Source: an optimization exercise on an open RTL-to-GDS flow (aim: small area, a short achievable clock period and few clock cycles). Production flows keep margins and buffers that such runs may drop.
RTL that was checked went through simulation tests only; none was proved equivalent to the original.
No functional check of the RTL was part of runs 3 to 7.
Power figures rest on the tool's default switching activity, not on a simulated workload.

--- design/flow/flow/run.sh ---
#!/bin/bash
# Standard ORFS layout (the standard.sh, standard synthesis unchanged),
# with repair_timing asked for extra setup slack so it optimises the
# achieved period, not just the 12 ns constraint, and ports buffered with
# plain buffers. The SDC is unchanged.
set -euo pipefail
export SETUP_SLACK_MARGIN=8.3
export BUFFER_PORTS_ARGS="-buffer_cell sky130_fd_sc_hd__buf_2"
bash standard.sh synth > synth.log 2>&1
bash standard.sh > layout.log 2>&1
--- design/flow/standard.sh ---
#!/bin/bash
# synth_recipe.tcl (not shown) runs the flow's synth.tcl, then flattens the netlist and writes it again
# the make line also repeats each setting of config.mk as NAME=value (left out here)
make -C /OpenROAD-flow-scripts/flow DESIGN_CONFIG=/design/flow/config.mk WORK_HOME=/design/flow/orfs CLKGATE_MAP_FILE= SYNTH_SCRIPT=/design/flow/synth_recipe.tcl "${@:-finish}"
--- design/flow/config.mk ---
export PLATFORM = sky130hd
export DESIGN_NAME = fgc_segmenter
export DESIGN_NICKNAME = fgc_segmenter
export VERILOG_FILES = /design/flow/design.v
export SDC_FILE = /design/flow/constraint.sdc
export NUM_CORES = 4
export LEC_CHECK = 0
export CAP_MARGIN = 20
export CORE_MARGIN = 2
export CORE_UTILIZATION = 40
export SLEW_MARGIN = 20
--- design/flow/constraint.sdc ---
create_clock -name core_clock -period 12.0 [get_ports {clk}]
set_input_delay 2.4000 -clock core_clock [delete_from_list [all_inputs] [get_ports {clk}]]
set_output_delay 2.4000 -clock core_clock [all_outputs]
set_load 0.01 [all_outputs]
--- design/flow/design.v ---
module fgc_segmenter (
    input  wire        clk,
    input  wire        rst,           
    input  wire        start,
    input  wire [31:0] fw_len,
    input  wire [31:0] cursor_in,
    input  wire [31:0] req_in,
    input  wire [31:0] rewind_in,
    input  wire [31:0] maxpkt,
    input  wire [7:0]  version,
    input  wire        use_chk,
    output wire        busy,
    output wire        fw_rd,
    output wire [23:0] fw_addr,
    input  wire [7:0]  fw_rdata,
    output wire        out_valid,
    output wire [7:0]  out_data,
    input  wire        out_ready,
    output reg         done,
    output wire [1:0]  result,
    output wire [3:0]  errcode,
    output wire [31:0] res_cursor,
    output wire [31:0] res_frames,
    output wire [31:0] out_len
);
    localparam [3:0] P_IDLE = 4'd0,
                     P_S1   = 4'd1,    
                     P_S1B  = 4'd2,    
                     P_S2   = 4'd3,    
                     P_S3   = 4'd4,    
                     P_S3B  = 4'd5,    
                     P_S4   = 4'd6,    
                     P_S5   = 4'd7,    
                     P_S5B  = 4'd13,   
                     P_S6   = 4'd14,   
                     P_F    = 4'd8,    
                     P_H    = 4'd9,    
                     P_D    = 4'd10,   
                     P_C    = 4'd11,   
                     P_E    = 4'd12;   
    reg [3:0]  pst;
    reg        busy_r;
    reg [7:0]  ver;
    reg        chk;
    reg [23:0] cur;           
    reg        cneg, cbig;
    reg [23:0] left;          
    reg        qneg, qbig;
    reg [15:0] eff;           
    reg        mbig;
    reg [23:0] frames;        
    reg        rwok;
    reg [27:0] olen;          
    reg        lbig;
    reg [15:0] kc;            
    reg        kz;            
    reg [3:0]  hidx;
    reg        ext, last, ends;
    reg [7:0]  csum;
    reg        p2v;           
    reg [7:0]  o_d, s_d;
    reg        o_v, s_v;
    reg        rd_r;
    reg        r_err;
    reg [2:0]  r_code;
    assign busy       = busy_r;
    assign out_valid  = o_v;
    assign out_data   = o_d;
    assign fw_rd      = rd_r;
    assign fw_addr    = cur;
    assign result     = {r_err, 1'b0};
    assign errcode    = {1'b0, r_code};
    assign res_cursor = {8'd0, cur};
    assign res_frames = {8'd0, frames};
    assign out_len    = {4'd0, olen};
    wire [23:0] L      = olen[23:0];
    wire        v_lt4  = (ver < 8'd4);
    wire [15:0] eff1   = v_lt4 ? ((mbig || eff > 16'd250) ? 16'd250 : eff)
                               : (mbig ? 16'hFFFF : eff);
    wire        e_len  = lbig;
    wire        e_ver  = (ver < 8'd3);
    wire        e_max  = !mbig && (eff == 16'd0);
    reg         a_olen, a_fr, b_left, inv, cin, yflag;
    wire [23:0] a_w    = a_olen ? olen[23:0] : (a_fr ? frames : 24'd0);
    wire [23:0] b_w    = b_left ? (qneg ? 24'd0 : left) : cur;
    wire [24:0] y      = {1'b0, a_w} + ({1'b0, b_w} ^ {25{inv}}) + {24'd0, cin};
    wire        e_long = !v_lt4 && (eff > 16'd65531) &&
                         ((left[23:16] != 8'd0) || (left[15:0] > 16'd65531));
    wire        consume = p2v && !s_v;
    reg [7:0] hb;
    always @(*) begin
        case (hidx)
            4'd0:    hb = 8'hFF;
            4'd1:    hb = ver;
            4'd2:    hb = {6'd0, ext, chk};
            4'd3:    hb = kc[15:8];
            4'd4:    hb = kc[7:0];
            4'd5:    hb = 8'h00;
            4'd6:    hb = 8'h1D;
            4'd7:    hb = 8'h0C;
            4'd8:    hb = 8'h02;
            4'd9:    hb = 8'h04;
            4'd10:   hb = kc[15:8];
            4'd11:   hb = kc[7:0];
            default: hb = {7'd0, ends && last};
        endcase
    end
    wire [7:0] pb = (pst == P_H) ? hb : (pst == P_D) ? fw_rdata : csum;
    wire rd_phase = ((pst == P_H) && (hidx == 4'd12)) || (pst == P_D);
    wire rd       = consume && rd_phase && !kz;
    wire fend     = consume && ((rd_phase && kz && !chk) || (pst == P_C));
    wire to_c     = consume && rd_phase && kz && chk;
    reg         le;       
    wire [23:0] left_dec = left - 24'd1;
    wire [23:0] left_le  = rd ? left_dec : left;    
    wire [15:0] k      = le ? left[15:0] : eff;
    wire [15:0] k4     = {k[15:2] + 14'd1, k[1:0]};
    wire        ext_w  = !v_lt4 && (le ? (left[15:0] >= 16'd252) : (eff >= 16'd252));
    wire        fstart = (pst == P_F && !e_long) || (fend && !last);
    wire ofree = !o_v || out_ready;
    wire accept = start && !busy_r;
    reg [3:0]  pst_n;
    reg        busy_n, done_n, p2v_n, kz_n, s_v_n, o_v_n;
    reg [15:0] kc_n;
    reg [3:0]  hidx_n;
    reg [23:0] cur_n, left_n, frames_n;
    reg [27:0] olen_n;
    reg [15:0] eff_n;
    reg [7:0]  csum_n, o_d_n, s_d_n;
    reg        ext_n, last_n, ends_n, rwok_n, r_err_n;
    reg [2:0]  r_code_n;
    always @(*) begin
        pst_n    = pst;
        busy_n   = busy_r;
        done_n   = 1'b0;
        p2v_n    = p2v;
        kc_n     = kc;
        kz_n     = kz;
        hidx_n   = hidx;
        cur_n    = cur;
        left_n   = left;
        frames_n = frames;
        olen_n   = olen;
        eff_n    = eff;
        csum_n   = csum;
        ext_n    = ext;
        last_n   = last;
        ends_n   = ends;
        rwok_n   = rwok;
        r_err_n  = r_err;
        r_code_n = r_code;
        o_d_n    = o_d;
        s_d_n    = s_d;
        o_v_n    = o_v;
        s_v_n    = s_v;
        if (s_v) begin
            if (ofree) begin o_d_n = s_d; o_v_n = 1'b1; s_v_n = 1'b0; end
        end else if (consume) begin
            if (ofree) begin o_d_n = pb; o_v_n = 1'b1; end
            else       begin s_d_n = pb; s_v_n = 1'b1; end
        end else if (ofree) begin
            o_v_n = 1'b0;
        end
        if (consume) begin
            olen_n = olen + 28'd1;
            csum_n = csum ^ pb;
            if (pst == P_H) begin
                if (hidx == 4'd2 && !ext) hidx_n = 4'd4;
                else if (hidx != 4'd12)   hidx_n = hidx + 4'd1;
                if (hidx == 4'd4 || hidx == 4'd5 || hidx == 4'd6 || hidx == 4'd11) begin
                    kc_n = kc - 16'd1;
                    kz_n = (kc == 16'd1);
                end
            end
        end
        if (rd) begin
            cur_n  = y[23:0];
            left_n = left_dec;
            kc_n   = kc - 16'd1;
            kz_n   = (kc == 16'd1);
            pst_n  = P_D;
        end
        if (to_c) pst_n = P_C;
        if (fend && last) begin
            pst_n = P_E;
            p2v_n = 1'b0;
        end
        if (fstart) begin
            kc_n     = k4;
            kz_n     = 1'b0;
            ext_n    = ext_w;
            last_n   = le;
            frames_n = frames + 24'd1;
            csum_n   = 8'd0;
            hidx_n   = 4'd0;
            p2v_n    = 1'b1;
            pst_n    = P_H;
        end
        if (pst == P_E && !s_v && ofree) begin
            done_n   = 1'b1;
            r_err_n  = 1'b0;
            r_code_n = 3'd0;
            busy_n   = 1'b0;
            pst_n    = P_IDLE;
        end
        case (pst)
            P_S1: begin                       
                eff_n = eff1;
                if (e_len || e_ver || e_max) begin
                    done_n   = 1'b1;
                    r_err_n  = 1'b1;
                    r_code_n = e_len ? 3'd3 : e_ver ? 3'd4 : 3'd7;
                    olen_n   = 28'd0;
                    busy_n   = 1'b0;
                    pst_n    = P_IDLE;
                end else begin
                    pst_n = P_S1B;
                end
            end
            P_S1B: begin                      
                if (cneg)                cur_n = 24'd0;
                else if (cbig || yflag)  cur_n = L;
                pst_n = P_S2;
            end
            P_S2: begin                       
                cur_n    = y[23:0];
                frames_n = cur;               
                rwok_n   = rwok && !y[24];
                pst_n    = P_S3;
            end
            P_S3: pst_n = P_S3B;              
            P_S3B: begin                      
                if (!rwok || yflag) cur_n = frames;
                pst_n = P_S4;
            end
            P_S4: begin                       
                olen_n = {4'd0, y[23:0]};     
                pst_n  = P_S5;
            end
            P_S5: pst_n = P_S5B;              
            P_S5B: begin                      
                ends_n   = (qbig && !qneg) || yflag;
                left_n   = ((qbig && !qneg) || yflag) ? L : (qneg ? 24'd0 : left);
                olen_n   = 28'd0;
                frames_n = 24'd0;
                pst_n    = P_S6;
            end
            P_S6: pst_n = P_F;
            P_F: if (e_long) begin
                done_n   = 1'b1;
                r_err_n  = 1'b1;
                r_code_n = 3'd5;
                busy_n   = 1'b0;
                pst_n    = P_IDLE;
            end
            default: ;
        endcase
        if (accept) begin
            busy_n = 1'b1;
            pst_n  = P_S1;
        end
        if (rst) begin
            pst_n  = P_IDLE;
            busy_n = 1'b0;
            done_n = 1'b0;
            p2v_n  = 1'b0;
            o_v_n  = 1'b0;
            s_v_n  = 1'b0;
        end
    end
    wire rd_n = p2v_n && !s_v_n && !kz_n &&
                (((pst_n == P_H) && (hidx_n == 4'd12)) || (pst_n == P_D));
    always @(posedge clk) begin
        pst    <= pst_n;
        busy_r <= busy_n;
        done   <= done_n;
        p2v    <= p2v_n;
        kc     <= kc_n;
        kz     <= kz_n;
        hidx   <= hidx_n;
        cur    <= cur_n;
        left   <= left_n;
        frames <= frames_n;
        olen   <= olen_n;
        eff    <= eff_n;
        csum   <= csum_n;
        ext    <= ext_n;
        last   <= last_n;
        ends   <= ends_n;
        rwok   <= rwok_n;
        r_err  <= r_err_n;
        r_code <= r_code_n;
        o_d    <= o_d_n;
        s_d    <= s_d_n;
        o_v    <= o_v_n;
        s_v    <= s_v_n;
        rd_r   <= rd_n && !rst;
        le     <= (left_le[23:16] == 8'd0) && (left_le[15:0] <= eff);
        yflag  <= y[24];
        a_olen <= (pst_n == P_S1) || (pst_n == P_S3) || (pst_n == P_S4) || (pst_n == P_S5);
        inv    <= (pst_n == P_S1) || (pst_n == P_S3) || (pst_n == P_S4) || (pst_n == P_S5);
        a_fr   <= (pst_n == P_S2);
        b_left <= (pst_n == P_S5);
        cin    <= !((pst_n == P_S2) || (pst_n == P_S3) || (pst_n == P_S5));
        if (!busy_r) begin
            ver    <= version;
            chk    <= use_chk;
            lbig   <= (fw_len[31:24] != 8'd0);
            cneg   <= cursor_in[31];
            cbig   <= (cursor_in[30:24] != 7'd0);
            rwok   <= !rewind_in[31] && (rewind_in[30:24] == 7'd0);
            left   <= req_in[23:0];
            qneg   <= req_in[31];
            qbig   <= (req_in[30:24] != 7'd0);
            eff    <= maxpkt[15:0];
            mbig   <= (maxpkt[31:16] != 16'd0);
        end
        if (accept) begin
            olen   <= {4'd0, fw_len[23:0]};
            cur    <= cursor_in[23:0];
            frames <= rewind_in[23:0];
        end
    end
endmodule
==> results of run 1 <==
## report_power, final
group | internal (mW) | switching (mW)
registers | 0.781 | 0.141
logic | 0.339 | 0.443
clock network | 0.287 | 0.299
total | 1.41 | 0.882
## stage by stage
step	cell area, sq um	util	hold WS [ns]
after floorplan	14900	-	0.406
after global placement	16200	0.445	0.466
after detailed placement	16200	0.445	0.482
after CTS	17100	0.468	0.494
after global routing	17300	0.474	0.526
final	17300	0.474	0.493
## final timing paths
| check | startpoint | to | slack [ns] | depth (start not counted) |
|---|---|---|---|---|
| setup / recovery | start | rd_r | 8.31 | 8 |
| hold / removal | csum[0] | csum[0] | 0.49 | 2 |
| hold reg to reg | csum[0] | csum[0] | 0.49 | 2 |
| setup reg to reg | b_left | cur[16] | 8.45 | 16 |
## worst reg2reg max path, delay by kind of cell (launching register included)
| kind | cells | cell delay [ns] |
|---|---|---|
| compound gates | 8 | 1.75 |
| buf+inv | 3 | 0.41 |
| fa+ha+maj | 2 | 0.62 |
| flops | 1 | 0.40 |
| xor+xnor | 1 | 0.17 |
| simple gates | 2 | 0.12 |
## Yosys cell counts, types with 17 or more instances
library cell / instances / area (sq um)
nor2_1: 197 / 739
xnor2_1: 82 / 718
edfxtp_1: 91 / 2730
inv_1: 50 / 188
a221oi_1: 58 / 508
a22o_1: 24 / 210
xor2_1: 61 / 534
nor3_1: 39 / 195
clkbuf_1: 114 / 428
o21a_1: 36 / 270
dfxtp_1: 109 / 2180
a21oi_1: 104 / 521
nand2_1: 158 / 593
nor2b_1: 42 / 263
nand4_1: 19 / 119
mux2i_1: 27 / 270
o21ai_0: 73 / 365
buf_4: 47 / 353
a21o_1: 21 / 158
a31oi_1: 21 / 131
nor4_1: 34 / 213
nand3_1: 49 / 245
ha_1: 50 / 626
o221ai_1: 20 / 175
o211ai_1: 17 / 128
## layer usage
layer,vias to the layer above,GRT usage,part of all wire
li1,6846,-,-
met1,7159,0.363,0.41
met2,745,0.455,0.47
met3,122,0.0492,0.081
met4,2,0.0968,0.034
met5,-,0,0.00020
## state kept, by name (all words and copies together), names as in the netlist, 8 cells and up
name and flops:
o_d 8, olen 28, ver 8, left 24
frames 24, csum 8, cur 24, eff 16
s_d 8, kc 16
## cell families after synthesis
group / Yosys count / share of synthesized area
flops: 200 / 0.333
compound gates: 479 / 0.230
mux: 37 / 0.0259
buf+inv: 228 / 0.0728
other cells: 1 / 0.000254
fa+ha+maj: 52 / 0.0451
simple gates: 636 / 0.208
xor+xnor: 143 / 0.0848
## what timing repair did
action / CTS / global route
pin swaps: 5 / 7
gates cloned: 6 / 4
gates resized for setup: 29 / 30
endpoints found under the setup margin: 76 / 31
buffers inserted: 5 / 9
## area by class of cell
type                            instances  area, sq um  area share
Timing Repair Buffer                  335         1940       0.112
Clock inverter                         14          130     0.00752
Timing Repair inverter                  2         8.76    0.000506
Clock buffer                           18          450      0.0260
Sequential cell                       200         4940       0.285
Inverter                               51          200      0.0116
Tap cell                              468          586      0.0338
Multi-Input combinational cell       1371         9060       0.523
==> summary.txt, run 1 <==
Worst setup path
  – CP Capture Type: flop
  – Buffers & Inverters on Critical Path: 2
  – CP required: 12.36 ns
  – Slowest cell on crit path: or4_1
  – Critical Path AT: between 4 and 5 ns
  – Biggest cell delay along the critical path: 0.39 ns
  – Critical path peak fanout: 6
  – Cell family with most CP delay: simple AND/OR/NAND/NOR gates
  – CP cell instances: buf_4 -> nor2b_4 -> buf_12 -> or4_1 -> a31o_2 -> a21oi_4 -> a22oi_2 -> nor4_1
  – Critical path class: in -> reg
  – Worst setup SP type: primary input

STA
  – Worst rel slew slack: 0.329
  – Final worst setup slack: around 8.3 ns
  – Worst Skew: 0.0172 ns
  – Final setup fails: 0
  – Setup tns final: 0 ns
  – Final slew viol count: 0
  – Final worst path period share: 0.307
  – Worst Tran Pin Value: between 0.9 and 1 ns
  – Final min period: 3.69 ns
  – Final hold vios: 0
  – RSZ-0062 raised after global routing: yes
  – Fmax achieved: ~270 MHz

Routing
  – Final wirelength: 55.4 mm
  – Drt first pass iters: 6
  – ANT nets after route: 0
  – Vias: 14,900
  – Iter 0 DRT Violations: ~1,500
  – DRC Markers: 0
  – Vias per cell: 6.05
  – WL/cell: approximately 23 microns

Place
  – Place WS: 7.51 ns
  – DP Cell Count: 2,403
  – Dpl hpwl: around 39 mm
  – # port buffers: 296
  – RePlAce Congestion: 0.931

Floorplan
  – Die width: just under 200 microns
  – Core area: 36,500 sq um
  – Die footprint: ~38,000 sq um
  – Die Y-Extent: around 200 microns
  – Initial core utilization: 0.404
  – Top Ports: 319
  – Number of cell rows: 70

Global routing
  – Initial antenna violation count: 1
  – First-pass GRT wire length: just over 80 mm
  – Total track usage: 0.276
  – Largest net degree at the start of global routing: 89
  – Vias in the first global route: 14,000
  – Grt total ovfl: 0

Logic synthesis
  – Dominant synthesized flop cell: dfxtp_1
  – EDFF count, synth: between 90 and 100
  – Cell variety after synth: 84
  – Post-Syn Area: approximately 15,000 sq um
  – Async S/R FF share, synth: 0
  – Post-synthesis instance total: 1,776
  – Sequential-to-total area share from yosys stat: 0.333
  – Flops & latches, synth: 200
  – Yosys warning total: 1
  – Avg Cell Area, Syn: just over 8 sq um

Hold path
  – Hold Crit Class: reg -> reg

Finish
  – Fraction of layout cells with a size suffix above 1: 0.234
  – Area delta synth->final: 17.2%
  – Final Non-Filler Cells: 2,459
  – Commonest non-fill, non-tap cell in the layout: buf_2
  – # fillers: between 3,000 and 4,000
  – Commonest cells after routing, fill and taps aside: 296 x buf_2, 196 x nor2_1, 156 x nand2_1, 102 x a21oi_1, 93 x dfxtp_1
  – Diodes inserted: 0
  – Nets: between 2,000 and 2,500

Clock network
  – Root buffer cell: clkbuf_16
  – Max clock buf depth: 2
  – # H-tree levels: 4
  – CTS buffer count: 17
  – Clock Pin Slew Worst Setup and Hold Paths: ~0.080 ns
  – CTS Hold Buffers Added: 0
  – Clk latency of the worst-skew pair: 0.46 ns
  – CTS tree: built
  – Sink Count: 200

Run status
  – Outcome: complete, no violations

Power
  – Total design power: ~2.3 mW
  – Leakage: between 6 and 7 nW
  – Peak VDD IR: roughly 0.10 mV
  – Pwr Density: roughly 130 nW/um^2

Flow run
  – Max Cap Viol: 0
Testbench counts, summed over its fixed seeds: cycles 221,019.
==> run 2, diff against run 1 <==
--- a/design/flow/flow/run.sh
+++ b/design/flow/flow/run.sh
@@ -5,6 +5,6 @@
 # plain buffers. The SDC is unchanged.
 set -euo pipefail
 export SETUP_SLACK_MARGIN=8.3
-export BUFFER_PORTS_ARGS="-buffer_cell sky130_fd_sc_hd__buf_2"
+export BUFFER_PORTS_ARGS="-buffer_cell sky130_fd_sc_hd__buf_1"
 bash standard.sh synth > synth.log 2>&1
 bash standard.sh > layout.log 2>&1
==> run 2 against run 1 <==
Against the previous run:
- die area unchanged
- total power is 0.33% higher
- critical path type unchanged
- still clean on timing, DRC and antenna
- largest power group unchanged
- largest cell class unchanged
- first-iteration DRC count shrank 2.0%
- final area is 0.76% lower
- clock power up 3%
- hold slack improved by 0.0069 ns
- sequential cell count unchanged
- setup slack improved by 0.011 ns
- via count up 0.25%
- register-to-register slack worse by 0.03 ns
- synthesized cell count stayed put
==> summary.txt, run 2 <==
Run status
  – Outcome: complete, no violations

Floorplan
  – Die width: 196 microns
  – Number of cell rows: 70
  – Die footprint: 38,500 sq um
  – Initial core utilization: 0.404
  – Core area: 36,500 sq um
  – Top Ports: 319
  – Die Y-Extent: 196 microns

STA
  – Final worst path period share: 0.307
  – Hold WS: 0.500 ns
  – Fmax achieved: 272 MHz
  – RSZ-0062 raised after global routing: yes
  – Final min period: 3.68 ns
  – Worst Skew: 0.0123 ns
  – Final setup fails: 0
  – Final hold vios: 0
  – Worst rel slew slack: 0.305
  – Setup tns final: 0 ns
  – Worst Tran Pin Value: 1.03 ns
  – Final slew viol count: 0

Logic synthesis
  – Yosys warning total: 1
  – Largest cells by area after synthesis: edfxtp_1 19%, dfxtp_1 15%, nor2_1 5.0%, xnor2_1 4.9%, ha_1 4.2%
  – Area share of the largest cell type after synthesis: 0.185
  – Dominant synthesized flop cell: dfxtp_1
  – Leading post-synthesis cells by instance count: 197 x nor2_1, 158 x nand2_1, 114 x clkbuf_1
  – EDFF count, synth: 91
  – Most frequent cell after synthesis: nor2_1
  – Avg Cell Area, Syn: 8.32 sq um
  – Dominant cell type by area after synthesis: edfxtp_1
  – Sequential-to-total area share from yosys stat: 0.333
  – Post-synthesis instance total: 1,776
  – Cell variety after synth: 84
  – Flops & latches, synth: 200
  – Post-Syn Area: 14,800 sq um
  – Async S/R FF share, synth: 0

Routing
  – Final wirelength: 55.5 mm
  – DRC Markers: 0
  – WL/cell: around 22 microns
  – Iter 0 DRT Violations: 1,467
  – Vias per cell: 6.02
  – Drt first pass iters: 6
  – ANT nets after route: 0
  – Vias: 14,900

Finish
  – Fraction of layout cells with a size suffix above 1: 0.0976
  – Commonest non-fill, non-tap cell in the layout: buf_1
  – Nets: 2,228
  – Area delta synth->final: 16.3%
  – Commonest cells after routing, fill and taps aside: 294 x buf_1, 194 x nor2_1, 156 x nand2_1, 100 x a21oi_1
  – Reg with most FFs: olen
  – Diodes inserted: 0
  – Largest register FFs: 28

Flow run
  – Max Cap Viol: 0

Global routing
  – Initial antenna violation count: 0
  – Vias in the first global route: between 10,000 and 15,000
  – Largest net degree at the start of global routing: 89
  – Total track usage: 0.278
  – First-pass GRT wire length: approximately 80 mm
  – Grt total ovfl: 0

Clock network
  – # H-tree levels: 4
  – CTS tree: built
  – CTS buffer count: 17
  – Root buffer cell: clkbuf_16
  – Clk latency of the worst-skew pair: 0.47 ns
  – Clock Pin Slew Worst Setup and Hold Paths: approximately 0.08 ns
  – CTS Hold Buffers Added: 0
  – Sink Count: 200
  – Max clock buf depth: 2

Power
  – Peak VDD IR: 0.0888 mV
  – Leakage: 6.28 nW
  – Pwr Density: 134 nW/um^2

Place
  – Dpl hpwl: 39.3 mm
  – RePlAce Congestion: 0.937
  – # port buffers: 296

Worst setup path
  – CP required: between 10 and 15 ns
  – CP Capture Type: flop
  – Worst setup SP type: primary input
  – Critical Path AT: just over 4 ns
  – Critical path peak fanout: 7
  – Critical path class: in -> reg

Hold path
  – Hold Crit Class: reg -> reg
-- run 2: cell counts after synthesis --
Identical to the previous run, type by type.
-- run 2: kinds of logic after synthesis --
group                      Yosys count  synth area share
adders and majority gates           52            0.0451
DFF                                200             0.333
xor gates and xnor gates           143            0.0848
and+or+nand+nor                    636             0.208
buffers and inverters              228            0.0728
muxes                               37            0.0259
AOI/OAI and AO/OA                  479             0.230
other                                1          0.000254
-- run 2: metrics by stage --
stage / cell area [sq um] / std cells / util / power [mW] / setup slack [ns]
floorplan: 14900 / 1797 / - / 1.42 / 8.01
global placement: 15900 / 2405 / 0.435 / 1.63 / 7.52
detailed placement: 15900 / 2405 / 0.435 / 1.64 / 7.46
CTS: 16800 / 2447 / 0.460 / 2.27 / 8.26
global route: 17200 / 2476 / 0.470 / 2.40 / 8.26
finish: 17200 / 2476 / 0.470 / 2.30 / 8.32
-- run 2: layer usage --
layer  wire, microns  track usage  vias to the layer above
li1                -            -                     6884
met3            4830       0.0602                      137
met1           23000        0.358                     7116
met4            2010        0.107                        0
met2           25700        0.456                      774
met5               0            0                        -
-- run 2: worst max-delay path: stages --
cell	delay [ns]
buf_6	0.11
nor2b_4	0.13
buf_12	0.13
or4_4	0.41
a31o_4	0.22
a21oi_4	0.27
nor2b_4	0.23
nand2_2	0.07
nor2_2	0.11
-- run 2: timing repair --
item | in CTS | in global routing
buffers inserted | 4 | 24
setup endpoints to repair | 78 | 42
gates cloned | 6 | 4
pin swaps | 2 | 15
gates resized for setup | 33 | 47
-- run 2: path summary, 6_finish.rpt --
check	cells after the start	endpoint	from	slack [ns]
min reg2reg	2	csum[2]	csum[2]	0.50
max reg2reg	15	cur[16]	b_left	8.42
min	2	csum[2]	csum[2]	0.50
max	9	a_fr	start	8.32
-- run 2: area by class of cell --
type                    count  area (sq um)
fillers                  3647         19300
clock inverters            15           160
inverters                  51           196
repair buffers            353          1780
repair inverters            1          5.00
clock buffers              17           425
multi-input cells        1371          9090
flip-flops and latches    200          4940
well taps                 468           586
-- run 2: power breakdown --
part	switching, mW	total (mW)	internal [mW]
Sequential	0.143	0.925	0.781
Clock	0.305	0.601	0.296
Combinational	0.447	0.773	0.326
Total	0.895	2.30	1.40
==> run 3, diff against run 2 <==
--- a/design/flow/design.v
+++ b/design/flow/design.v
@@ -297,11 +297,11 @@
         rd_r   <= rd_n && !rst;
         le     <= (left_le[23:16] == 8'd0) && (left_le[15:0] <= eff);
         yflag  <= y[24];
-        a_olen <= (pst_n == P_S1) || (pst_n == P_S3) || (pst_n == P_S4) || (pst_n == P_S5);
-        inv    <= (pst_n == P_S1) || (pst_n == P_S3) || (pst_n == P_S4) || (pst_n == P_S5);
-        a_fr   <= (pst_n == P_S2);
-        b_left <= (pst_n == P_S5);
-        cin    <= !((pst_n == P_S2) || (pst_n == P_S3) || (pst_n == P_S5));
+        a_olen <= (pst == P_IDLE) || (pst == P_S2) || (pst == P_S3B) || (pst == P_S4);
+        inv    <= (pst == P_IDLE) || (pst == P_S2) || (pst == P_S3B) || (pst == P_S4);
+        a_fr   <= (pst == P_S1B);
+        b_left <= (pst == P_S4);
+        cin    <= !((pst == P_S1B) || (pst == P_S2) || (pst == P_S4));
         if (!busy_r) begin
             ver    <= version;
             chk    <= use_chk;
--- a/design/flow/flow/run.sh
+++ b/design/flow/flow/run.sh
@@ -5,6 +5,6 @@
 # plain buffers. The SDC is unchanged.
 set -euo pipefail
 export SETUP_SLACK_MARGIN=8.3
-export BUFFER_PORTS_ARGS="-buffer_cell sky130_fd_sc_hd__buf_1"
+export BUFFER_PORTS_ARGS="-buffer_cell sky130_fd_sc_hd__buf_2"
 bash standard.sh synth > synth.log 2>&1
 bash standard.sh > layout.log 2>&1
==> run 3 against run 2 <==
Against the previous run:
- still clean
- setup slack got worse by 0.020 ns
- hold slack got worse by 0.012 ns
- non-clock buffer count fell by 8
- sequential cell count did not move
- sequential share of layout area fell by 0.94 points
- synthesized cell count rose by 3.3%
- first-iteration DRC count fell by 3.5%
- via count rose by 2.3%
- sequential power rose by 6.7%
- core utilization rose by 0.61 points
- total power rose by 34%
- area after synthesis rose by 1.9%
==> summary.txt, run 3 <==
Clock network
  – Sink Count: 200
  – Root buffer cell: clkbuf_16
  – Clk latency of the worst-skew pair: about 0.46 ns
  – CTS Hold Buffers Added: 0
  – # H-tree levels: 4
  – CTS tree: built
  – Clock Pin Slew Worst Setup and Hold Paths: 0.08 ns
  – Max clock buf depth: 2
  – CTS buffer count: 17

STA
  – Final setup fails: 0
  – Final worst setup slack: 8.30 ns
  – RSZ-0062 raised after global routing: yes
  – Worst Tran Pin Value: 0.959 ns
  – Hold WS: slightly below 0.5 ns
  – Final min period: 3.70 ns
  – Final hold vios: 0
  – Final worst path period share: 0.308
  – Setup tns final: 0 ns
  – Worst rel slew slack: 0.357
  – Final slew viol count: 0
  – Worst Skew: between 0.01 and 0.015 ns
  – Fmax achieved: 270 MHz

Run status
  – Outcome: complete, no violations

Place
  – Placed cell areas: between 15,000 and 20,000 sq um
  – Place WS: 7.38 ns
  – Dpl hpwl: 40.7 mm
  – # port buffers: 296
  – DP Cell Count: 2,508
  – RePlAce Congestion: 0.923

Power
  – Pwr Density: 173 nW/um^2
  – Total design power: 3.09 mW
  – Leakage: between 7 and 8 nW
  – Peak VDD IR: 0.103 mV

Routing
  – WL/cell: 23.0 microns
  – Drt first pass iters: 6
  – Iter 0 DRT Violations: about 1,400
  – Final wirelength: 59.1 mm
  – Vias: between 15,000 and 20,000
  – DRC Markers: 0
  – Vias per cell: 5.94
  – ANT nets after route: 0

Global routing
  – GR peak layer: met2
  – Vias in the first global route: between 10,000 and 15,000
  – Grt total ovfl: 0
  – First-pass GRT wire length: 86.3 mm
  – Met1 Track Usage GR: 0.374
  – Largest net degree at the start of global routing: 59
  – Met2 GRT Util: 0.477
  – Total track usage: 0.292
  – Initial antenna violation count: 0
  – Met3 usage: 0.0591

Floorplan
  – Die width: about 200 microns
  – Top Ports: 319
  – Number of cell rows: 71
  – Initial core utilization: 0.402
  – Die Y-Extent: between 150 and 200 microns
  – Die footprint: 39,200 sq um
  – Core area: approximately 37,000 sq um

Worst setup path
  – Worst Reg-to-Reg Cells: 13
  – Worst r2r dst: olen[21]
  – Critical path class: reg -> out
  – Slowest cell on crit path: dfxtp_1
  – Biggest cell delay along the critical path: 0.61 ns
  – Worst setup SP type: flop
  – Buffers & Inverters on Critical Path: 1
  – Critical Path AT: 1.30 ns
  – CP Capture Type: output pin
  – Critical path peak fanout: 7
  – FF-to-FF setup slack: 8.39 ns
  – CP cell instances: buf_2
  – Cell family with most CP delay: flip-flops
  – R2R Path Start: qneg
  – CP required: ~9.6 ns

Finish
  – # fillers: 3,705
  – Diodes inserted: 0
  – Fraction of layout cells with a size suffix above 1: 0.241
  – Post-layout instance area: 17,800 sq um
  – Nets: 2,277
  – Final Non-Filler Cells: 2,568
  – Fin util: 0.477
  – Reg with most FFs: olen
  – Commonest non-fill, non-tap cell in the layout: buf_2
  – Commonest cells after routing, fill and taps aside: 295 x buf_2, 213 x nor2_1, 173 x nand2_1, 121 x a21oi_1, 91 x edfxtp_1
  – Area delta synth->final: 18.4%
  – Largest register FFs: 28
  – Register area: 4960 sq um
  – Area of the multi-input gates: 9400 sq um

Hold path
  – Worst Min Path Start: csum[1]
  – WHS Endpoint: csum[1]
  – Hold Crit Depth: 2
  – Hold Crit Class: reg -> reg

Logic synthesis
  – Post-Syn Area: 15,100 sq um
  – Flops & latches, synth: 200
  – Avg Cell Area, Syn: 8.21 sq um
  – Yosys warning total: 1
  – EDFF count, synth: 91
  – Async S/R FF share, synth: 0
  – Cell variety after synth: 83
  – Leading post-synthesis cells by instance count: 216 x nor2_1, 174 x nand2_1, 122 x a21oi_1
  – Largest cells by area after synthesis: edfxtp_1 18%, dfxtp_1 14%, nor2_1 5.4%, xnor2_1 5.0%, nand2_1 4.3%
  – Dominant synthesized flop cell: dfxtp_1
  – Area share of the largest cell type after synthesis: 0.182
  – Post-synthesis instance total: 1,834
  – Most frequent cell after synthesis: nor2_1
  – Sequential-to-total area share from yosys stat: 0.327
  – Dominant cell type by area after synthesis: edfxtp_1

Flow run
  – Max Cap Viol: 0
run 3: cell count changes after synthesis, sizes merged, moves of 12 or more:
cell,previous run,this run
buf,63,84
clkbuf,114,94
nor2,197,216
a21oi,105,123
nand2,158,176
o21a,36,24
run 3: cells by family after synthesis:
group,count (synthesis),share of synthesized area
compound gates,490,0.224
xor+xnor,148,0.0866
fa+ha+maj,52,0.0442
buf+inv,225,0.0716
flops,200,0.327
mux,39,0.0266
other cells,1,0.000249
simple gates,679,0.220
run 3: area by class of cell:
type | count | area share
Clock buffer | 17 | 0.0239
Multi-Input combinational cell | 1432 | 0.527
Tap cell | 511 | 0.0359
Timing Repair Buffer | 345 | 0.114
Inverter | 47 | 0.0102
Timing Repair inverter | 1 | 0.000211
Clock inverter | 15 | 0.00983
Sequential cell | 200 | 0.278
run 3: timing repair:
action / in CTS / in global routing
setup buffers: 13 / 6
endpoints found under the setup margin: 70 / 35
gates cloned: 6 / 3
resized for setup: 44 / 44
pin swaps: 8 / 6
run 3: worst register-to-register path, stage by stage, from the launching register on:
cell,delay (ns)
edfxtp_1,0.48
buf_4,0.21
nor2b_1,0.30
mux2i_1,0.15
xnor2_1,0.15
ha_1,0.41
nand2_1,0.10
and3_1,0.18
o32ai_1,0.51
nor2_1,0.14
o21ai_0,0.27
mux2i_1,0.14
o21a_1,0.20
a211o_1,0.26
run 3: report_power, final:
group,total (mW),switching [mW],leakage (nW),internal [mW]
logic,1.49,0.870,4.99,0.617
registers,0.987,0.185,1.78,0.802
clock network,0.613,0.284,0.285,0.329
total,3.09,1.34,7.06,1.75
run 3: worst max path at each step:
| stage | startpoint | end | slack, ns | depth (start not counted) |
|---|---|---|---|---|
| after floorplan | start | frames[0] | 8.22 | 4 |
| after global placement | start | rd_r | 7.49 | 10 |
| after detailed placement | start | rd_r | 7.38 | 10 |
| after CTS | inv | rwok | 8.26 | 15 |
| after global routing | inv | rwok | 8.25 | 15 |
| final | olen[21] | out_len[21] | 8.30 | 1 |
run 3: per-layer routing:
layer	up-vias	routed length [microns]
met4	0	2410
li1	7044	-
met2	751	27700
met1	7324	24100
met3	133	4820
met5	-	0
==> run 4, diff against run 3 <==
--- a/design/flow/flow/run.sh
+++ b/design/flow/flow/run.sh
@@ -5,6 +5,6 @@
 # plain buffers. The SDC is unchanged.
 set -euo pipefail
 export SETUP_SLACK_MARGIN=8.3
-export BUFFER_PORTS_ARGS="-buffer_cell sky130_fd_sc_hd__buf_2"
+export BUFFER_PORTS_ARGS="-buffer_cell sky130_fd_sc_hd__buf_1"
 bash standard.sh synth > synth.log 2>&1
 bash standard.sh > layout.log 2>&1
--- a/design/flow/config.mk
+++ b/design/flow/config.mk
@@ -8,4 +8,6 @@
 export CAP_MARGIN = 20
 export CORE_MARGIN = 2
 export CORE_UTILIZATION = 40
+export CTS_CLUSTER_DIAMETER = 300
+export CTS_CLUSTER_SIZE = 100
 export SLEW_MARGIN = 20
==> run 4 against run 3 <==
Against the previous run:
- sequential cell count is the same
- wire length down 1.9%
- via count down 0.18%
- non-clock buffer count down 3
- critical path depth increased by 15
- critical endpoint is now le
- highest routed layer is now met5
- hold slack better by 0.0050 ns
- register-to-register slack worse by 0.03 ns
- synthesized cell count did not move
- setup slack better by 0.057 ns
- still clean on timing, DRC and antenna
- clock-buffer cell count did not move
==> summary.txt, run 4 <==
Power
  – Switching part of the total: 0.446
  – Clock power share: 0.198
  – Sw Pwr: 1.36 mW
  – Internal power: 1.68 mW
  – Seq pwr share: 0.322
  – Pwr Density: 175 nW/um^2
  – Peak VDD IR: 0.117 mV
  – Leakage: 6.24 nW
  – Combinational share of power: 0.480

STA
  – Worst Tran Pin Value: 0.915 ns
  – Final worst path period share: 0.303
  – Worst rel slew slack: 0.385
  – Worst Skew: approximately 0.017 ns
  – Final min period: 3.64 ns
  – Final hold vios: 0
  – RSZ-0062 raised after global routing: yes
  – Final slew viol count: 0
  – Setup tns final: 0 ns
  – Final setup fails: 0
  – Fmax achieved: between 200 and 300 MHz

Logic synthesis
  – Most frequent cell after synthesis: nor2_1
  – EDFF count, synth: 91
  – Sequential-to-total area share from yosys stat: 0.327
  – Yosys warning total: 1
  – Flops & latches, synth: 200
  – Async S/R FF share, synth: 0
  – Avg Cell Area, Syn: roughly 8.2 sq um
  – Post-Syn Area: around 15,000 sq um
  – Cell variety after synth: between 80 and 90
  – Leading post-synthesis cells by instance count: 216 x nor2_1, 174 x nand2_1, 122 x a21oi_1
  – Dominant synthesized flop cell: dfxtp_1
  – Dominant cell type by area after synthesis: edfxtp_1
  – Largest cells by area after synthesis: edfxtp_1 18%, dfxtp_1 14%, nor2_1 5.4%, xnor2_1 5.0%, nand2_1 4.3%
  – Post-synthesis instance total: 1,834
  – Area share of the largest cell type after synthesis: 0.182

Floorplan
  – Core area: about 37,000 sq um
  – Die Y-Extent: between 150 and 200 microns
  – Initial core utilization: 0.402
  – Top Ports: between 300 and 400
  – Number of cell rows: just over 70
  – Die footprint: around 40,000 sq um
  – Die width: ~200 microns

Worst setup path
  – CP required: 12.35 ns
  – Worst setup SP type: flop
  – Critical path peak fanout: 5
  – Critical Path AT: 3.99 ns
  – Critical path class: reg -> reg
  – CP Capture Type: flop

Clock network
  – CTS buffer count: 17
  – # H-tree levels: 4
  – Sink Count: 200
  – Root buffer cell: clkbuf_16
  – CTS tree: built
  – Max clock buf depth: 2
  – Clock Pin Slew Worst Setup and Hold Paths: around 0.080 ns
  – Clk latency of the worst-skew pair: about 0.47 ns

Finish
  – Nets: roughly 2,300
  – Fin util: 0.466
  – Commonest cells after routing, fill and taps aside: 293 x buf_1, 211 x nor2_1, 172 x nand2_1, 121 x a21oi_1, 91 x edfxtp_1
  – Final Non-Filler Cells: 2,564
  – Diodes inserted: 0
  – # fillers: between 3,000 and 4,000
  – Fraction of layout cells with a size suffix above 1: 0.0984
  – Reg with most FFs: olen
  – Commonest non-fill, non-tap cell in the layout: buf_1
  – Largest register FFs: 28
  – Area delta synth->final: 15.8%

Place
  – Dpl hpwl: ~40 mm
  – RePlAce Congestion: around 0.94
  – DP Cell Count: 2,506
  – # port buffers: 296

Global routing
  – Grt total ovfl: 0
  – Largest net degree at the start of global routing: 53
  – First-pass GRT wire length: 86.1 mm
  – Initial antenna violation count: 1
  – Total track usage: 0.290
  – Vias in the first global route: about 14,000

Hold path
  – Hold Crit Class: reg -> reg

Routing
  – Vias per cell: 5.94
  – Final wirelength: 57.9 mm
  – Vias: roughly 15,000
  – WL/cell: ~23 microns
  – Iter 0 DRT Violations: 1,309
  – DRC Markers: 0
  – ANT nets after route: 0
  – Drt first pass iters: 8

Run status
  – Outcome: complete, no violations

Flow run
  – Max Cap Viol: 0
## run 4: cell counts after synthesis
No cell type changed its count.
## run 4: final timing paths
kind | depth (start not counted) | startpoint | to | slack, ns
min reg2reg | 2 | csum[1] | csum[1] | 0.49
max reg2reg | 16 | hidx[1] | le | 8.36
min | 2 | csum[1] | csum[1] | 0.49
max | 16 | hidx[1] | le | 8.36
## run 4: cell type report
type / instances / area (sq um) / area share
multi-input cells: 1432 / 9410 / 0.540
flip-flops and latches: 200 / 4960 / 0.285
repair buffers: 342 / 1650 / 0.0945
well taps: 511 / 639 / 0.0367
clock buffers: 17 / 425 / 0.0244
inverters: 47 / 186 / 0.0107
clock inverters: 15 / 159 / 0.00912
## run 4: kinds of logic (layout without fill, tap and decap cells)
kind of cell | Yosys count | after routing | synth area share
compound gates | 490 | 490 | 0.224
xor+xnor | 148 | 148 | 0.0866
fa+ha+maj | 52 | 52 | 0.0442
buf+inv | 225 | 421 | 0.0716
flops | 200 | 200 | 0.327
mux | 39 | 39 | 0.0266
other cells | 1 | 22 | 0.000249
simple gates | 679 | 681 | 0.220
## run 4: power by group through the flow
stage / clock network (mW) / registers (mW) / logic [mW]
3_3_place_gp: 0 / 0.985 / 1.31
6_report: 0.603 / 0.980 / 1.46
3_5_place_dp: 0 / 0.987 / 1.31
4_1_cts: 0.612 / 0.974 / 1.38
5_1_grt: 0.637 / 0.990 / 1.58
2_1_floorplan: 0 / 0.908 / 1.02
## run 4: critical path, cell delays in order, from the launching register on
cell	delay, ns
dfxtp_2	0.35
inv_2	0.10
ha_4	0.14
and3_4	0.22
a21oi_4	0.10
or3_1	0.34
or3_4	0.41
or3_4	0.35
xnor2_1	0.15
ha_1	0.38
nand2_2	0.09
nor2_2	0.12
nand3_2	0.12
nor2_2	0.16
a21oi_1	0.09
a221oi_2	0.30
nor4_1	0.10
## run 4: per-stage QoR
stage / instance area [sq um] / total power [mW] / hold slack [ns] / worst slack, ns
2_1_floorplan: 15200 / 1.93 / 0.437 / 8.22
3_3_place_gp: 16200 / 2.29 / 0.470 / 7.43
3_5_place_dp: 16200 / 2.30 / 0.483 / 7.35
4_1_cts: 17200 / 2.97 / 0.494 / 8.29
5_1_grt: 17400 / 3.21 / 0.523 / 8.25
6_report: 17400 / 3.04 / 0.493 / 8.36
## run 4: metal layers
layer	track usage	routed length, microns
met2	0.483	27100
met1	0.378	23600
met4	0.106	2190
met5	0	13
met3	0.0479	5040
## run 4: timing repair
action,CTS,global route
resized for setup,49,47
cloned,7,0
endpoints found under the setup margin,66,36
pin swaps,7,10
setup buffers,12,7
hold buffers,0,0
==> run 5, diff against run 4 <==
--- a/design/flow/flow/run.sh
+++ b/design/flow/flow/run.sh
@@ -4,7 +4,7 @@
 # achieved period, not just the 12 ns constraint, and ports buffered with
 # plain buffers. The SDC is unchanged.
 set -euo pipefail
-export SETUP_SLACK_MARGIN=8.3
+export SETUP_SLACK_MARGIN=8.7
 export BUFFER_PORTS_ARGS="-buffer_cell sky130_fd_sc_hd__buf_1"
 bash standard.sh synth > synth.log 2>&1
 bash standard.sh > layout.log 2>&1
--- a/design/flow/config.mk
+++ b/design/flow/config.mk
@@ -8,6 +8,4 @@
 export CAP_MARGIN = 20
 export CORE_MARGIN = 2
 export CORE_UTILIZATION = 40
-export CTS_CLUSTER_DIAMETER = 300
-export CTS_CLUSTER_SIZE = 100
 export SLEW_MARGIN = 20
==> run 5 against run 4 <==
Against the previous run:
- final area is 16% higher
- setup slack better by 0.12 ns
- largest power group unchanged
- largest cell class unchanged
- global-route usage is 0.67 points higher
- hold slack hardly changed
- highest routed layer is now met4
- core utilization is 7.4 points higher
- still clean on timing, DRC and antenna
- critical path type unchanged
- synthesized cell count stayed put
- sequential cell count stayed put
- total power is 19% higher
==> summary.txt, run 5 <==
Worst setup path
  – Biggest cell delay along the critical path: 0.39 ns
  – CP required: 12.36 ns
  – Buffers & Inverters on Critical Path: 4
  – Critical Path Stages: 19
  – R2R Path Start: hidx[1]
  – Critical Path AT: 3.88 ns
  – Critical path class: reg -> reg
  – CP Capture Type: flop
  – Critical path peak fanout: 3
  – CP cell instances: inv_2 -> ha_4 -> and3_4 -> a21oi_4 -> or3_4 -> buf_12 -> or3_4 -> buf_4 -> buf_4 -> nor4_4 -> xor2_2 -> ha_1 -> nand2_1 -> nor2_1 -> nand3_2 -> o221ai_2 -> a21oi_2 -> a221oi_2 -> nor4_2
  – FF-to-FF setup slack: between 8 and 9 ns
  – Worst setup SP type: flop
  – Worst r2r dst: le
  – Cell family with most CP delay: simple AND/OR/NAND/NOR gates
  – Slowest cell on crit path: or3_4
  – Worst Reg-to-Reg Cells: 19
  – CP startpoint: hidx[1]

Clock network
  – CTS buffer count: 17
  – Clk latency of the worst-skew pair: 0.48 ns
  – Max clock buf depth: 2
  – Sink Count: 200
  – CTS Hold Buffers Added: 0
  – Clock Pin Slew Worst Setup and Hold Paths: roughly 0.080 ns
  – CTS tree: built
  – # H-tree levels: 4
  – Root buffer cell: clkbuf_16

Logic synthesis
  – Most frequent cell after synthesis: nor2_1
  – Sequential-to-total area share from yosys stat: 0.327
  – EDFF count, synth: 91
  – Avg Cell Area, Syn: 8.21 sq um
  – Dominant synthesized flop cell: dfxtp_1
  – Cell variety after synth: 83
  – Leading post-synthesis cells by instance count: 216 x nor2_1, 174 x nand2_1, 122 x a21oi_1
  – Yosys warning total: 1
  – Flops & latches, synth: 200
  – Dominant cell type by area after synthesis: edfxtp_1
  – Post-synthesis instance total: 1,834
  – Largest cells by area after synthesis: edfxtp_1 18%, dfxtp_1 14%, nor2_1 5.4%, xnor2_1 5.0%, nand2_1 4.3%
  – Async S/R FF share, synth: 0
  – Post-Syn Area: 15,100 sq um
  – Area share of the largest cell type after synthesis: 0.182

Run status
  – Outcome: complete, no violations

Global routing
  – Vias in the first global route: 15,300
  – Met1 Track Usage GR: 0.375
  – First-pass GRT wire length: 88.9 mm
  – Initial antenna violation count: 0
  – Met2 GRT Util: 0.498
  – Met3 usage: 0.0496
  – Largest net degree at the start of global routing: 81
  – GR peak layer: met2
  – Grt total ovfl: 0
  – Total track usage: 0.297

Routing
  – WL/cell: 22.1 microns
  – Final wirelength: approximately 60 mm
  – ANT nets after route: 0
  – Vias per cell: a little under 6
  – Vias: 16,100
  – Iter 0 DRT Violations: approximately 1,500
  – DRC Markers: 0
  – Drt first pass iters: 6

Place
  – RePlAce Congestion: 0.923
  – Place WS: roughly 7.4 ns
  – Dpl hpwl: 40.1 mm
  – # port buffers: approximately 300

Finish
  – Diodes inserted: 0
  – Nets: 2,412
  – Fin util: 0.540
  – Reg with most FFs: olen
  – # fillers: 3,424
  – Commonest non-fill, non-tap cell in the layout: nor2_1
  – Area delta synth->final: 34.3%
  – Commonest cells after routing, fill and taps aside: 208 x nor2_1, 180 x buf_1, 171 x nand2_1, 150 x buf_4, 115 x a21oi_1
  – Largest register FFs: 28
  – Fraction of layout cells with a size suffix above 1: 0.270

Power
  – Leakage: 7.63 nW
  – Peak VDD IR: 0.107 mV
  – Pwr Density: 179 nW/um^2

Floorplan
  – Die width: 198 microns
  – Die Y-Extent: a little under 200 microns
  – Core area: 37,400 sq um
  – Die footprint: approximately 39,000 sq um
  – Number of cell rows: 71
  – Initial core utilization: 0.402
  – Top Ports: 319

STA
  – Final setup fails: 0
  – Worst Tran Pin Value: 1.15 ns
  – Worst Skew: 0.0204 ns
  – Fmax achieved: about 280 MHz
  – Final slew viol count: 0
  – Hold WS: 0.493 ns
  – Final hold vios: 0
  – Final worst setup slack: 8.48 ns
  – RSZ-0062 raised after global routing: yes
  – Setup tns final: 0 ns
  – Worst rel slew slack: 0.223
  – Final worst path period share: 0.294
  – Final min period: 3.52 ns

Flow run
  – Max Cap Viol: 0

Hold path
  – Hold Crit Depth: 2
  – Worst Min Path Start: csum[0]
  – WHS Endpoint: csum[0]
  – Hold Crit Class: reg -> reg
==> run 5: cell counts after synthesis <==
No cell type changed its count.
==> run 5: timing repair <==
| action | in CTS | in global routing |
|---|---|---|
| pin swaps | 36 | 53 |
| endpoints found under the setup margin | 192 | 170 |
| cloned | 13 | 1 |
| resized for setup | 397 | 121 |
| buffers inserted | 120 | 30 |
==> run 5: cells by family after synthesis <==
group	synth area share
muxes	0.0266
xor gates and xnor gates	0.0866
other	0.000249
DFF	0.327
buffers and inverters	0.0716
adders and majority gates	0.0442
and+or+nand+nor	0.220
AOI/OAI and AO/OA	0.224
==> run 5: how the worst max path moves through the flow <==
stage	endpoint
6_report	le
5_1_grt	le
4_1_cts	le
3_5_place_dp	rd_r
3_3_place_gp	rd_r
2_1_floorplan	frames[0]
==> run 5: report_power, final <==
group | internal, mW | total [mW] | switching, mW
logic | 0.933 | 2.05 | 1.12
clock network | 0.320 | 0.625 | 0.304
registers | 0.820 | 0.932 | 0.111
total | 2.07 | 3.61 | 1.54
==> run 5: final cells by class <==
| cell class | count | area, sq um | area share |
|---|---|---|---|
| repair inverters | 1 | 6.26 | 0.000310 |
| repair buffers | 478 | 3550 | 0.176 |
| inverters | 47 | 184 | 0.00910 |
| clock inverters | 13 | 161 | 0.00799 |
| multi-input cells | 1434 | 10100 | 0.498 |
| clock buffers | 19 | 443 | 0.0219 |
| flip-flops and latches | 200 | 5160 | 0.255 |
| well taps | 511 | 639 | 0.0316 |
==> run 5: per-layer routing <==
layer  share of wire  vias up
li1                -     7328
met5               0        -
met2            0.48      787
met1            0.41     7824
met4           0.041        0
met3           0.070      155
==> run 5: through the flow <==
stage                     total power [mW]  instances  instance area, sq um
after floorplan                       1.95       1855                 15300
after global placement                2.33       2507                 16300
after detailed placement              2.34       2507                 16300
after CTS                             3.33       2672                 19400
after global routing                  3.78       2703                 20200
final                                 3.61       2703                 20200
==> run 5: worst reg2reg max path, cell delays in order (launching register included) <==
cell and delay [ns]:
dfxtp_2 0.34, inv_2 0.07, ha_4 0.13, and3_4 0.21
a21oi_4 0.06, or3_4 0.34, buf_12 0.14, or3_4 0.39
buf_4 0.15, buf_4 0.14, nor4_4 0.18, xor2_2 0.14
ha_1 0.32, nand2_1 0.07, nor2_1 0.12, nand3_2 0.10
o221ai_2 0.21, a21oi_2 0.05, a221oi_2 0.21, nor4_2 0.06
==> run 6, diff against run 5 <==
--- a/design/flow/design.v
+++ b/design/flow/design.v
@@ -32,7 +32,6 @@
                      P_S4   = 4'd6,    
                      P_S5   = 4'd7,    
                      P_S5B  = 4'd13,   
-                     P_S6   = 4'd14,   
                      P_F    = 4'd8,    
                      P_H    = 4'd9,    
                      P_D    = 4'd10,   
@@ -112,7 +111,6 @@
     wire to_c     = consume && rd_phase && kz && chk;
     reg         le;       
     wire [23:0] left_dec = left - 24'd1;
-    wire [23:0] left_le  = rd ? left_dec : left;    
     wire [15:0] k      = le ? left[15:0] : eff;
     wire [15:0] k4     = {k[15:2] + 14'd1, k[1:0]};
     wire        ext_w  = !v_lt4 && (le ? (left[15:0] >= 16'd252) : (eff >= 16'd252));
@@ -243,9 +241,8 @@
                 left_n   = ((qbig && !qneg) || yflag) ? L : (qneg ? 24'd0 : left);
                 olen_n   = 28'd0;
                 frames_n = 24'd0;
-                pst_n    = P_S6;
+                pst_n    = P_F;
             end
-            P_S6: pst_n = P_F;
             P_F: if (e_long) begin
                 done_n   = 1'b1;
                 r_err_n  = 1'b1;
@@ -295,7 +292,7 @@
         o_v    <= o_v_n;
         s_v    <= s_v_n;
         rd_r   <= rd_n && !rst;
-        le     <= (left_le[23:16] == 8'd0) && (left_le[15:0] <= eff);
+        le     <= (left_n[23:16] == 8'd0) && (left_n[15:0] <= eff_n);
         yflag  <= y[24];
         a_olen <= (pst == P_IDLE) || (pst == P_S2) || (pst == P_S3B) || (pst == P_S4);
         inv    <= (pst == P_IDLE) || (pst == P_S2) || (pst == P_S3B) || (pst == P_S4);
--- a/design/flow/flow/run.sh
+++ b/design/flow/flow/run.sh
@@ -4,7 +4,7 @@
 # achieved period, not just the 12 ns constraint, and ports buffered with
 # plain buffers. The SDC is unchanged.
 set -euo pipefail
-export SETUP_SLACK_MARGIN=8.7
+export SETUP_SLACK_MARGIN=8.3
 export BUFFER_PORTS_ARGS="-buffer_cell sky130_fd_sc_hd__buf_1"
 bash standard.sh synth > synth.log 2>&1
 bash standard.sh > layout.log 2>&1
==> run 6 against run 5 <==
Against the previous run:
- non-clock buffer count is 131 lower
- wire length down 4.2%
- area after synthesis fell by 1.1%
- via count fell by 4.2%
- final cell count decreased by 6.7%
- clock skew down 0.0053 ns
- setup slack worse by 0.15 ns
- sequential share of layout area grew 2.3 points
- final area shrank 14%
- clock-buffer cell count fell by 1
- global-route usage shrank 1.2 points
- core utilization decreased by 6.8 points
==> summary.txt, run 6 <==
Place
  – RePlAce Congestion: ~0.96
  – Place WS: 7.10 ns
  – # port buffers: about 300
  – Dpl hpwl: 41.1 mm
  – DP Cell Count: 2,459

Worst setup path
  – Worst setup SP type: flop
  – CP Capture Type: output pin
  – Buffers & Inverters on Critical Path: 1
  – CP required: 9.60 ns
  – Slowest cell on crit path: dfxtp_1
  – Biggest cell delay along the critical path: ~0.61 ns
  – Critical Path AT: 1.27 ns
  – Cell family with most CP delay: flip-flops
  – Critical path class: reg -> out
  – CP cell instances: buf_1
  – Critical path peak fanout: 7

Clock network
  – # H-tree levels: 4
  – Clk latency of the worst-skew pair: 0.46 ns
  – Max clock buf depth: 2
  – Sink Count: 200
  – Root buffer cell: clkbuf_16
  – CTS Hold Buffers Added: 0
  – CTS tree: built
  – Clock Pin Slew Worst Setup and Hold Paths: ~0.080 ns
  – CTS buffer count: 17

Global routing
  – Grt total ovfl: 0
  – Vias in the first global route: 14,500
  – Initial antenna violation count: 0
  – Total track usage: 0.285
  – First-pass GRT wire length: 85.0 mm
  – Largest net degree at the start of global routing: 66

Finish
  – Reg with most FFs: olen
  – Diodes inserted: 0
  – Largest register FFs: 28
  – Fin util: 0.472
  – Area delta synth->final: 16.1%
  – Commonest non-fill, non-tap cell in the layout: buf_1
  – Final Non-Filler Cells: 2,521
  – Fraction of layout cells with a size suffix above 1: 0.108
  – Nets: 2,273
  – Commonest cells after routing, fill and taps aside: 294 x buf_1, 235 x nor2_1, 163 x nand2_1, 102 x a21oi_1, 99 x dfxtp_1

Routing
  – Vias per cell: a little over 6
  – Final wirelength: 57.2 mm
  – Iter 0 DRT Violations: 1,465
  – ANT nets after route: 0
  – WL/cell: 22.7 microns
  – Vias: ~15,000
  – Drt first pass iters: 9
  – DRC Markers: 0

Floorplan
  – Die width: 197 microns
  – Number of cell rows: 70
  – Initial core utilization: 0.407
  – Core area: ~37,000 sq um
  – Top Ports: 319
  – Die footprint: 38,800 sq um
  – Die Y-Extent: between 150 and 200 microns

Logic synthesis
  – Yosys warning total: 1
  – Area share of the largest cell type after synthesis: 0.168
  – Dominant cell type by area after synthesis: dfxtp_1
  – Avg Cell Area, Syn: 8.15 sq um
  – Leading post-synthesis cells by instance count: 236 x nor2_1, 165 x nand2_1, 125 x dfxtp_1
  – Cell variety after synth: 83
  – Sequential-to-total area share from yosys stat: 0.319
  – Post-synthesis instance total: 1,828
  – Async S/R FF share, synth: 0
  – Largest cells by area after synthesis: dfxtp_1 17%, edfxtp_1 15%, nor2_1 5.9%, ha_1 4.2%, nand2_1 4.2%
  – EDFF count, synth: 75
  – Flops & latches, synth: 200
  – Dominant synthesized flop cell: dfxtp_1
  – Most frequent cell after synthesis: nor2_1
  – Post-Syn Area: 14,900 sq um

Power
  – Total design power: 2.33 mW
  – Pwr Density: 135 nW/um^2
  – Peak VDD IR: 0.103 mV
  – Leakage: ~6.3 nW

STA
  – Worst Tran Pin Value: 1.11 ns
  – Worst rel slew slack: 0.258
  – Final min period: 3.67 ns
  – RSZ-0062 raised after global routing: yes
  – Final hold vios: 0
  – Worst Skew: 0.0151 ns
  – Setup tns final: 0 ns
  – Final setup fails: 0
  – Final worst path period share: 0.306
  – Final worst setup slack: 8.33 ns
  – Fmax achieved: 273 MHz
  – Final slew viol count: 0

Run status
  – Outcome: complete, no violations

Flow run
  – Max Cap Viol: 0

Hold path
  – Hold Crit Class: reg -> reg
run 6: changes by cell type after synthesis, sizes merged, moves of 12 or more:
cell / before / now
mux2: 8 / 21
a21oi: 123 / 104
buf: 84 / 70
dfxtp: 109 / 125
a221o: 11 / 26
edfxtp: 91 / 75
a21o: 17 / 29
nor2: 216 / 237
clkbuf: 94 / 106
xnor2: 86 / 52
run 6: area by class of cell:
cell class,instances,area [sq um]
Fill cell,3644,19300
Multi-Input combinational cell,1431,9480
Sequential cell,200,4810
Timing Repair Buffer,347,1650
Tap cell,468,586
Clock buffer,18,439
Inverter,42,161
Clock inverter,14,160
Timing Repair inverter,1,7.51
run 6: metrics by stage:
step                      hold WS [ns]  instance area [sq um]
after floorplan                  0.427                  15000
after global placement           0.440                  16000
after detailed placement         0.447                  16000
after CTS                        0.466                  16900
after global routing             0.487                  17300
final                            0.461                  17300
run 6: report_power, final:
| part | switching [mW] | total, mW | internal (mW) | leakage, nW |
|---|---|---|---|---|
| Sequential | 0.147 | 0.917 | 0.770 | 1.75 |
| Clock | 0.304 | 0.606 | 0.302 | 0.285 |
| Combinational | 0.477 | 0.805 | 0.328 | 4.27 |
| Total | 0.928 | 2.33 | 1.40 | 6.31 |
run 6: kinds of logic after synthesis:
kind of cell | share of synthesized area
AOI/OAI and AO/OA | 0.230
xor gates and xnor gates | 0.0718
adders and majority gates | 0.0447
buffers and inverters | 0.0689
DFF | 0.319
muxes | 0.0394
other | 0.000252
and+or+nand+nor | 0.226
run 6: timing repair:
action                     4_1_cts  5_1_grt
pin swaps                        3       13
buffers inserted                 9       14
setup endpoints to repair       42       38
gates resized for setup         50       53
gates cloned                     2        5
run 6: path summary, 6_finish.rpt:
check | cells past startpoint | slack (ns) | startpoint | end
worst max-delay path | 1 | 8.33 | olen[2] | out_len[2]
worst min-delay path | 1 | 0.46 | r_err | r_err
worst min register to register | 1 | 0.46 | r_err | r_err
worst max register to register | 14 | 8.42 | left[4] | le
run 6: layer usage:
metal | track usage | part of all wire | vias to the layer above
li1 | - | - | 7086
met1 | 0.377 | 0.41 | 7391
met2 | 0.464 | 0.46 | 819
met3 | 0.0483 | 0.085 | 128
met4 | 0.109 | 0.038 | 0
met5 | 0 | 0 | -
==> run 7, diff against run 6 <==
--- a/design/flow/flow/run.sh
+++ b/design/flow/flow/run.sh
@@ -5,6 +5,7 @@
 # plain buffers. The SDC is unchanged.
 set -euo pipefail
 export SETUP_SLACK_MARGIN=8.3
+export TNS_END_PERCENT=10
 export BUFFER_PORTS_ARGS="-buffer_cell sky130_fd_sc_hd__buf_1"
 bash standard.sh synth > synth.log 2>&1
 bash standard.sh > layout.log 2>&1
==> run 7 against run 6 <==
Against the previous run:
- first-iteration DRC count fell by 1.7%
- final area shrank 1.5%
- total power fell by 2.1%
- area after synthesis did not move
- register-to-register slack worse by 0.05 ns
- clock power decreased by 5.0%
- via count fell by 1.7%
- setup slack got worse by 0.053 ns
- core utilization decreased by 0.73 points
- sequential power is essentially flat
==> summary.txt, run 7 <==
Floorplan
  – Core area: 36,600 sq um
  – Top Ports: between 300 and 400
  – Die Y-Extent: about 200 microns
  – Initial core utilization: 0.407
  – Die width: 197 microns
  – Die footprint: 38,800 sq um
  – Number of cell rows: 70

Worst setup path
  – Slowest cell on crit path: dfxtp_1
  – CP Capture Type: output pin
  – Critical path class: reg -> out
  – CP startpoint: olen[13]
  – Critical path peak fanout: 9
  – CP cell instances: buf_1
  – Worst Reg-to-Reg Cells: 15
  – R2R Path Start: inv
  – Critical Path AT: around 1.3 ns
  – Worst r2r dst: rwok
  – CP required: about 9.6 ns
  – Biggest cell delay along the critical path: ~0.66 ns
  – Worst setup SP type: flop
  – FF-to-FF setup slack: 8.37 ns
  – Cell family with most CP delay: flip-flops
  – Critical Path Stages: 1
  – Setup crit end: out_len[13]
  – Buffers & Inverters on Critical Path: 1

Routing
  – Drt first pass iters: 8
  – Vias per cell: 6.05
  – Final wirelength: 56.4 mm
  – Vias: roughly 15,000
  – DRC Markers: 0
  – Iter 0 DRT Violations: 1,440
  – WL/cell: around 22 microns
  – ANT nets after route: 0

Global routing
  – Initial antenna violation count: 0
  – Total track usage: 0.282
  – Vias in the first global route: 14,200
  – First-pass GRT wire length: 84.3 mm
  – Largest net degree at the start of global routing: between 60 and 70
  – Grt total ovfl: 0

Clock network
  – Max clock buf depth: 2
  – Clk latency of the worst-skew pair: 0.46 ns
  – CTS buffer count: 17
  – # H-tree levels: 4
  – CTS Hold Buffers Added: 0
  – Root buffer cell: clkbuf_16
  – Sink Count: 200
  – CTS tree: built
  – Clock Pin Slew Worst Setup and Hold Paths: 0.08 ns

Logic synthesis
  – Flops & latches, synth: 200
  – Area share of the largest cell type after synthesis: 0.168
  – Sequential-to-total area share from yosys stat: 0.319
  – Dominant cell type by area after synthesis: dfxtp_1
  – Async S/R FF share, synth: 0
  – Post-Syn Area: 14,900 sq um
  – Cell variety after synth: 83
  – Leading post-synthesis cells by instance count: 236 x nor2_1, 165 x nand2_1, 125 x dfxtp_1
  – Avg Cell Area, Syn: 8.15 sq um
  – EDFF count, synth: 75
  – Most frequent cell after synthesis: nor2_1
  – Largest cells by area after synthesis: dfxtp_1 17%, edfxtp_1 15%, nor2_1 5.9%, ha_1 4.2%, nand2_1 4.2%
  – Dominant synthesized flop cell: dfxtp_1
  – Post-synthesis instance total: 1,828
  – Yosys warning total: 1

Power
  – Leakage: 6.19 nW
  – Peak VDD IR: 0.0826 mV
  – Pwr Density: about 130 nW/um^2

STA
  – Worst Tran Pin Value: approximately 1.0 ns
  – Worst rel slew slack: 0.303
  – Final hold vios: 0
  – RSZ-0062 raised after global routing: yes
  – Hold WS: 0.460 ns
  – Setup tns final: 0 ns
  – Final worst path period share: 0.310
  – Final setup fails: 0
  – Worst Skew: 0.0147 ns
  – Final slew viol count: 0
  – Final min period: 3.72 ns
  – Fmax achieved: 269 MHz

Finish
  – Commonest cells after routing, fill and taps aside: 296 x buf_1, 235 x nor2_1, 163 x nand2_1, 109 x dfxtp_1, 102 x a21oi_1
  – Area delta synth->final: 14.3%
  – Commonest non-fill, non-tap cell in the layout: buf_1
  – Diodes inserted: 0
  – Largest register FFs: 28
  – # fillers: 3,729
  – Fraction of layout cells with a size suffix above 1: 0.0931
  – Nets: 2,261
  – Fin util: 0.465
  – Reg with most FFs: olen

Flow run
  – Max Cap Viol: 0

Place
  – Dpl hpwl: 41.2 mm
  – RePlAce Congestion: between 0.9 and 1
  – # port buffers: slightly below 300

Run status
  – Outcome: complete, no violations

Hold path
  – Hold Crit Class: reg -> reg
[run 7: per-layer routing]
layer	part of all wire	global-route usage	up-vias
li1	-	-	7063
met1	0.42	0.375	7244
met2	0.47	0.461	754
met3	0.079	0.0457	108
met4	0.033	0.107	0
met5	0	0	-
[run 7: how the worst min path moves through the flow]
stage / startpoint / endpoint / slack [ns] / cells after the start
after floorplan: r_err / r_err / 0.43 / 1
after global placement: r_err / r_err / 0.44 / 1
after detailed placement: r_err / r_err / 0.44 / 1
after CTS: r_err / r_err / 0.46 / 1
after global routing: r_err / r_err / 0.49 / 1
final: r_err / r_err / 0.46 / 1
[run 7: final cells by class]
| type | instances | area (sq um) | area share |
|---|---|---|---|
| inverter | 42 | 165 | 0.00971 |
| multi-input combinational | 1431 | 9400 | 0.552 |
| clock buffer | 17 | 425 | 0.0250 |
| clock inverter | 15 | 138 | 0.00809 |
| sequential | 200 | 4790 | 0.281 |
| timing repair buffer | 334 | 1500 | 0.0883 |
| timing repair inverter | 2 | 12.5 | 0.000735 |
| tap | 468 | 586 | 0.0344 |
[run 7: what timing repair did]
action	in CTS	in global routing
gates resized for setup	39	42
hold endpoints to repair	0	0
pin swaps	1	7
setup buffers	5	7
endpoints found under the setup margin	63	42
gates cloned	1	4
[run 7: logic make-up (layout without fill, tap and decap cells)]
group                    after synthesis  after routing  synth area share
AND/OR/NAND/NOR                      693            693             0.226
AO/OA/AOI/OAI                        486            486             0.230
buffers and inverters                218            410            0.0689
flip-flops                           200            200             0.319
XOR/XNOR                             122            122            0.0718
multiplexers                          56             56            0.0394
adder cells (fa/ha/maj)               52             52            0.0447
other                                  1             22          0.000252
[run 7: power breakdown]
group          switching (mW)  leakage [nW]  total, mW  internal [mW]
clock                   0.301         0.274      0.576          0.275
sequential              0.149          1.75      0.918          0.769
combinational           0.466          4.17      0.784          0.318
[run 7: stage by stage]
step / setup slack [ns] / cell area (sq um) / cells / power (mW)
2_1_floorplan: 8.28 / 15000 / 1849 / 1.42
3_3_place_gp: 7.21 / 16000 / 2460 / 1.66
3_5_place_dp: 7.18 / 16000 / 2460 / 1.66
4_1_cts: 8.20 / 16800 / 2498 / 2.26
5_1_grt: 8.21 / 17000 / 2509 / 2.39
6_report: 8.28 / 17000 / 2509 / 2.28

## afterwards: timing with drivers on the ports
How much do the figures lean on ideal ports? The routed layouts below were timed once more, with nothing changed but the port constraints.
Step 1: set_driving_cell puts a clkbuf_16 on clk and a buf_2 on each other input, an assumption about the parent block.
Step 2 times the ports against the registers' clock, not the clock port: input delays grow and output delays shrink by t, the midpoint of the rising clock arrivals with the driver on.
a / b / c = no drivers / after step 1 / after step 2; a / b = the first two.
| run | t (ns) | slack for setup (ns) | worst setup path after step 2 | latest minus earliest clock arrival (ns) | cell pins on the clock port's net |
|---|---|---|---|---|---|
| run 1 | 0.512 | 8.311 / 8.262 / 7.830 | input to register | 0.017 / 0.017 | 1 |
| run 2 | 0.516 | 8.321 / 8.269 / 7.821 | input to register | 0.013 / 0.012 | 1 |
| run 3 | 0.513 | 8.302 / 8.243 / 7.821 | input to register | 0.014 / 0.014 | 1 |
| run 4 | 0.514 | 8.359 / 8.307 / 7.860 | input to register | 0.017 / 0.016 | 1 |
| run 5 | 0.520 | 8.477 / 8.472 / 8.083 | input to register | 0.021 / 0.021 | 1 |
| run 6 | 0.516 | 8.330 / 8.272 / 8.047 | input to register | 0.016 / 0.016 | 1 |
| run 7 | 0.512 | 8.277 / 8.221 / 7.860 | input to register | 0.015 / 0.015 | 1 |
After both steps every run listed still meets setup and hold. The setup slack of run 2, which loses most, moves by -0.052 ns with the drivers and by -0.500 ns with both steps.
